From an optimization exercise on the open Yosys and OpenROAD flow, aimed at small area, a short achievable clock period and few clock cycles; shortcuts taken in it are not production practice.
Function not checked in this run: the RTL went through the layout flow alone.

==> design.v <==
module enigma_core (
    input  wire       clk,
    input  wire       rst,
    input  wire       cfg_we,
    input  wire [2:0] cfg_sel,
    input  wire [4:0] cfg_idx,
    input  wire [4:0] cfg_data,
    input  wire       in_valid,
    input  wire [7:0] in_data,
    output reg        in_ready,
    output wire       out_valid,
    output wire [7:0] out_data,
    input  wire       out_ready
);
    localparam integer QN = 6;           
    reg [129:0] rw0, rw1, rw2, refl, plg;
    reg [4:0]   nt0, nt1, nt2;
    reg [4:0]   pos0, pos1, pos2;
    function [4:0] mod26;
        input [5:0] s;
        begin
            mod26 = (s >= 6'd26) ? s - 6'd26 : s[4:0];
        end
    endfunction
    function [4:0] sub26;
        input [4:0] a;
        input [4:0] b;
        begin
            sub26 = (a >= b) ? a - b : a + 5'd26 - b;
        end
    endfunction
    function [4:0] mux32;
        input [159:0] a;
        input [4:0]   i;
        reg [79:0] b;
        reg [39:0] c;
        reg [19:0] d;
        reg [9:0]  e;
        integer k;
        begin
            for (k = 0; k < 16; k = k + 1)
                b[5*k +: 5] = i[0] ? a[10*k+5 +: 5] : a[10*k +: 5];
            for (k = 0; k < 8; k = k + 1)
                c[5*k +: 5] = i[1] ? b[10*k+5 +: 5] : b[10*k +: 5];
            for (k = 0; k < 4; k = k + 1)
                d[5*k +: 5] = i[2] ? c[10*k+5 +: 5] : c[10*k +: 5];
            for (k = 0; k < 2; k = k + 1)
                e[5*k +: 5] = i[3] ? d[10*k+5 +: 5] : d[10*k +: 5];
            mux32 = i[4] ? e[9:5] : e[4:0];
        end
    endfunction
    function [4:0] rd;
        input [129:0] t;
        input [4:0]   i;
        begin
            rd = mux32({t[129:120], t[129:120], t[129:120], t}, i);
        end
    endfunction
    function [4:0] rd1;
        input [129:0] t;
        input [4:0]   i;
        begin
            rd1 = mux32({t[129:125], t[129:125], t[124:115], t[129:125], t, t[4:0]}, i);
        end
    endfunction
    function [4:0] inv;
        input [129:0] t;
        input [4:0]   v;
        integer k;
        begin
            inv = 5'd0;
            for (k = 1; k < 26; k = k + 1)
                inv = inv | ({5{t[5*k +: 5] == v}} & k[4:0]);
        end
    endfunction
    reg       v0;
    reg [4:0] d0;
    reg       cw;
    reg [2:0] cs;
    reg [4:0] ci, cd;
    always @(posedge clk) begin
        v0 <= in_valid & in_ready & ~in_data[7] & in_data[6];
        d0 <= in_data[4:0];
        cw <= cfg_we;
        cs <= cfg_sel;
        ci <= cfg_idx;
        cd <= cfg_data;
    end
    wire [4:0] cd_nt = (cd >= 5'd7) ? cd - 5'd7 : cd + 5'd19;
    genvar g;
    generate
        for (g = 0; g < 26; g = g + 1) begin : tbl
            always @(posedge clk) begin
                if (cw && ci == g) begin
                    case (cs)
                        3'd0: rw0[5*g +: 5]  <= cd;
                        3'd1: rw1[5*g +: 5]  <= cd;
                        3'd2: rw2[5*g +: 5]  <= cd;
                        3'd3: refl[5*g +: 5] <= cd;
                        3'd4: plg[5*g +: 5]  <= cd + 5'd1;
                        default: ;
                    endcase
                end
            end
        end
    endgenerate
    always @(posedge clk) begin
        if (cw && cs == 3'd5) begin
            if (ci == 5'd0) nt0 <= cd_nt;
            if (ci == 5'd1) nt1 <= cd_nt;
            if (ci == 5'd2) nt2 <= cd_nt;
        end
    end
    wire let1 = v0 && d0 != 5'd0 && d0 <= 5'd26;
    wire a0 = (pos0 == nt0);
    wire a1 = (pos1 == nt1);
    wire a2 = (pos2 == nt2);
    wire st0 = a0 | a1;
    wire st1 = a1 | a2;
    always @(posedge clk) begin
        if (rst) begin
            pos0 <= 5'd0;
            pos1 <= 5'd0;
            pos2 <= 5'd0;
        end else begin
            if (let1) begin
                if (st0) pos0 <= (pos0 == 5'd25) ? 5'd0 : pos0 + 5'd1;
                if (st1) pos1 <= (pos1 == 5'd25) ? 5'd0 : pos1 + 5'd1;
                pos2 <= (pos2 == 5'd25) ? 5'd0 : pos2 + 5'd1;
            end
            if (cw && cs == 3'd6) begin
                if (ci == 5'd0) pos0 <= cd;
                if (ci == 5'd1) pos1 <= cd;
                if (ci == 5'd2) pos2 <= cd;
            end
        end
    end
    wire [4:0] x1p = rd1(plg, d0);
    wire [4:0] e2  = mod26({1'b0, x1p} + {1'b0, pos2});
    wire [4:0] f2  = rd(rw2, e2);
    wire [4:0] e1  = mod26({1'b0, f2} + {1'b0, pos1} + {5'd0, st1});
    reg       v1;
    reg [4:0] e1r;
    always @(posedge clk) begin
        v1  <= let1 & ~rst;
        e1r <= e1;
    end
    wire [4:0] f1 = rd(rw1, e1r);
    wire [4:0] e0 = mod26({1'b0, f1} + {1'b0, pos0});
    wire [4:0] f0 = rd(rw0, e0);
    wire [4:0] rr = rd(refl, f0);
    reg       v2;
    reg [4:0] r2, p20, p21, p22;
    always @(posedge clk) begin
        v2  <= v1 & ~rst;
        r2  <= rr;
        p20 <= pos0;
        p21 <= pos1;
        p22 <= pos2;
    end
    wire [4:0] i0 = sub26(inv(rw0, r2), p20);
    wire [4:0] i1 = sub26(inv(rw1, i0), p21);
    reg       v3;
    reg [4:0] i1r, p32;
    always @(posedge clk) begin
        v3  <= v2 & ~rst;
        i1r <= i1;
        p32 <= p22;
    end
    wire [4:0] i2 = sub26(inv(rw2, i1r), p32);
    wire [4:0] o1 = rd(plg, i2);         
    reg [QN-1:0] qv;
    reg [4:0]    qd [0:QN-1];
    wire         pop  = qv[0] & out_ready;
    wire         push = v3;
    assign out_data = {3'b011, qd[0]};
    integer k;
    always @(posedge clk) begin
        for (k = 0; k < QN; k = k + 1) begin
            if (pop) begin
                if (k < QN - 1 && qv[(k + 1) % QN])
                    qd[k] <= qd[(k + 1) % QN];
                else if (push && qv[k])
                    qd[k] <= o1;
            end else begin
                if (push && !qv[k] && (k == 0 || qv[(k + QN - 1) % QN]))
                    qd[k] <= o1;
            end
        end
        if (rst) begin
            qv <= {QN{1'b0}};
        end else begin
            for (k = 0; k < QN; k = k + 1) begin
                if (pop)
                    qv[k] <= (k < QN - 1 && qv[(k + 1) % QN]) || (push && qv[k]);
                else
                    qv[k] <= qv[k] || (push && (k == 0 || qv[(k + QN - 1) % QN]));
            end
        end
    end
    assign out_valid = qv[0];
    wire [3:0] qn = qv[0] + qv[1] + qv[2] + qv[3] + qv[4] + qv[5];
    wire [3:0] lr = qn + let1 + v1 + v2 + v3;
    wire take = in_valid & in_ready;
    always @(posedge clk) begin
        if (rst)
            in_ready <= 1'b0;
        else if (take)
            in_ready <= out_ready & qv[0] ? (lr < QN) : (lr < QN - 1);
        else
            in_ready <= out_ready & qv[0] ? (lr < QN + 1) : (lr < QN);
    end
endmodule
==> run.sh <==
#!/bin/bash
# synth_recipe.tcl (not shown) runs the flow's synth.tcl, then flattens the netlist and writes it again
# the make line also repeats each setting of config.mk as NAME=value (left out here)
make -C /OpenROAD-flow-scripts/flow DESIGN_CONFIG=/design/flow/config.mk WORK_HOME=/design/flow/orfs CLKGATE_MAP_FILE= SYNTH_SCRIPT=/design/flow/synth_recipe.tcl finish
==> config.mk <==
export PLATFORM = sky130hd
export DESIGN_NAME = enigma_core
export DESIGN_NICKNAME = enigma_core
export VERILOG_FILES = /design/flow/design.v
export SDC_FILE = /design/flow/constraint.sdc
export NUM_CORES = 4
export LEC_CHECK = 0
export CAP_MARGIN = 20
export CORE_MARGIN = 2
export CORE_UTILIZATION = 40
export SLEW_MARGIN = 20
==> constraint.sdc <==
create_clock -name core_clock -period 30.0 [get_ports {clk}]
set_input_delay 6.0000 -clock core_clock [delete_from_list [all_inputs] [get_ports {clk}]]
set_output_delay 6.0000 -clock core_clock [all_outputs]
set_load 0.01 [all_outputs]
==> flow_metrics.tcl <==
set metrics [dict create \
    status "finished clean" \
    ys.warnings.count 2 \
    fmax_mhz 113 \
    drc 0 \
    async_flop_share_pct 0 \
    dpl_cell_area_sq_um 40900 \
    cp_num_buf_inv 3 \
    ant_nets 0 \
    final_area_sq_um 44000 \
    syn_area_sq_um 39100 \
    htreeDepth 3 \
    grt.overflow.total 0 \
    finalCritPeriodShare_pct 29.4 \
    die_h_microns 317 \
    core_sq_um 96700 \
    io_pins 36 \
    yosysTopAreaCell "edfxtp_1" \
    cts_buffer_depth 3 \
    arrival_ns 9.37 \
    max_slew_margin_pct 22.7 \
    antenna_found_initial 6 \
    postLayoutCoreUtil_pct 45.5 \
    synth_compound_area_share_pct 7.47 \
    die_x_microns 317 \
    cts_buffers 87 \
    viasPerCell 5.88 \
    cts_resized 0 \
    path_class "flop to flop" \
    area_delta_synth_final_pct 12.5 \
    synth_xor_area_share_pct 9.58 \
    drt-total-wl_mm 111 \
    route.vias.total 25300 \
    synth_cell_types 92 \
    min_path_type "flop to flop" \
    yosysTopAreaCellShare_pct 53.4 \
    drv_slew 0 \
    dieArea_sq_um 100000 \
    maxCapViolCount 0 \
    pre_cts_slack_ns 21.35 \
    syn_area_per_cell_sq_um 13.3 \
    drive_above_1_share_pct 14.0 \
    grt_max_degree 75 \
    endpoint_kind "flop" \
    skew_ns 0.0291 \
    worstPathCellList "buf_4 -> mux4_2 -> mux4_2 -> mux2_2 -> ha_1 -> fa_2 -> buf_4 -> clkinv_1 -> ha_1 -> a21boi_2 -> nor2_2 -> mux2_2 -> a221oi_1 -> a211oi_2 -> nor2_1 -> nand3_1 -> a21o_1 -> o2111a_1" \
    drtPass1Iterations 6 \
    worst_slew_pin_slew_ns 1.15 \
    cts_root_buffer "clkbuf_16" \
    synth_adder_area_share_pct 2.89 \
    synth_top_family_by_area "multiplexers" \
    gr-usage-all-layers_pct 22.1 \
    gp_congestion 0.928 \
    slowest_delay_ns 0.80 \
    clk_pin_slew_ns 0.06 \
    postCtsHoldBufs 0 \
    postCtsSetupBuffers 0 \
    fin_ws_ns 21.19 \
    cp-start-kind "flop" \
    rsz0062_at_grt "no" \
    synth_edf_count 695 \
    dp_hpwl_mm 73.4 \
    grt_pass1_wl_mm 164 \
    critPathSlowestCell "nor2_1" \
    path_max_fanout 36 \
    synth_seq_cells 775 \
    hold_viol 0 \
    drt_first_iter_violations 2973 \
    setup_viol 0 \
    num_rows 114 \
    first_global_vias 25300 \
    post-route-min-period_ns 8.81 \
    clk_latency_ns 0.68 \
    cpLargestDelayFamily "simple AND/OR/NAND/NOR gates" \
    postSynthCellCount 2947 \
    setup_tns_ns 0 \
    synth_ff_type "edfxtp_1" \
    final_nets 3060 \
    port_buffers 31 \
    cts.sinks 775 \
    ys_top_cells_by_area "edfxtp_1 53%, mux4_2 8.0%, xor2_1 4.9%, xnor2_1 4.6%, dfxtp_1 4.1%" \
    initial_core_util_pct 40.4 \
    synthSimpleGateAreaFrac_pct 8.84 \
    worstPathRequired_ns 30.56 \
    num-fill-cells 8474 \
    wl_per_cell_microns 25.8 \
    yosysSeqAreaShare_pct 57.5 \
    muxShareOfSynthArea_pct 11.0 \
    cts_tree "built" \
]
==> placed cells by master (no fill, tap or decap), types with 31 or more instances in the layout <==
master     instances
xnor2_1          202
nor2_1           247
o211ai_1          36
a21oi_1           88
buf_4             51
xor2_1           215
edfxtp_1         695
clkbuf_16         95
mux2i_1           78
mux2_2            31
nand2_1          151
inv_1             95
a211oi_1          48
nand3_1          106
nand4_1           35
nor3_1            64
o21ai_0           79
dfxtp_1           72
ha_1              59
mux4_2           138
==> final cells by class <==
cell class	count	area, sq um	share of cell area (%)
diodes	1	2.50	0.00569
clock buffers	123	2590	5.90
clock inverters	36	473	1.08
inverters	96	360	0.820
multi-input cells	1911	15700	35.7
flip-flops and latches	775	22500	51.2
well taps	1276	1600	3.63
repair buffers	84	743	1.69
==> routing by layer <==
metal	track usage, %	up-vias	share of wire [%]
li1	-	11100	-
met1	30.2	12800	41
met2	35.1	1186	46
met3	4.29	230	8.6
met4	8.22	4	3.7
met5	0	-	0.023
==> path summary, 6_finish.rpt <==
check / from / to / slack, ns / cells past startpoint
max: e1r[0] / r2[2] / 21.19 / 18
min: p22[0] / p32[0] / 0.33 / 0
max reg2reg: e1r[0] / r2[2] / 21.19 / 18
min reg2reg: p22[0] / p32[0] / 0.33 / 0
==> registers in the layout, indices dropped and copies added, names as in the netlist, 6 cells and up <==
register	cells
rw1	130
qv	6
refl	130
rw0	130
rw2	130
plg	130
qd	30
==> logic make-up after synthesis <==
family,count (synthesis)
muxes,251
and+or+nand+nor,725
AOI/OAI and AO/OA,428
adders and majority gates,79
other,2
xor gates and xnor gates,425
buffers and inverters,262
DFF,775
==> cell usage after synthesis (all sizes together), types with 60 or more instances <==
library cell,number
mux4,139
xnor2,206
mux2i,81
xor2,218
o21ai,89
nor3,66
inv,95
clkbuf,116
nor2,252
dfxtp,80
nand2,153
nand3,109
a21oi,90
ha,60
edfxtp,695
==> through the flow <==
step                hold slack, ns  std cells
floorplan                    0.310       2948
global placement             0.321       4140
detailed placement           0.320       4142
CTS                          0.336       4301
global route                 0.339       4301
finish                       0.331       4302

==> port drivers added, routing unchanged <==
In the flow no input, the clock included, has a driving cell. The finished layout below was timed again as built, in two steps.
Step 1 sets driving cells, clkbuf_16 on the clock port and buf_2 on the other inputs (assumed; they add their load-dependent delay and slew).
Step 2 also shifts input and output timing later by t, the mid clock arrival at the registers, as if the neighbouring blocks saw the same clock.
a / b / c = ideal ports / drivers / drivers and shift; a / b = the first two.
t (ns): 0.728
setup slack, ns: 21.186 / 21.186 / 21.186
cell pins on the clock port's net: 1
After both steps this run still meets setup and hold. The setup slack of this run moves by 0.000 ns with the drivers and by 0.000 ns with both steps.
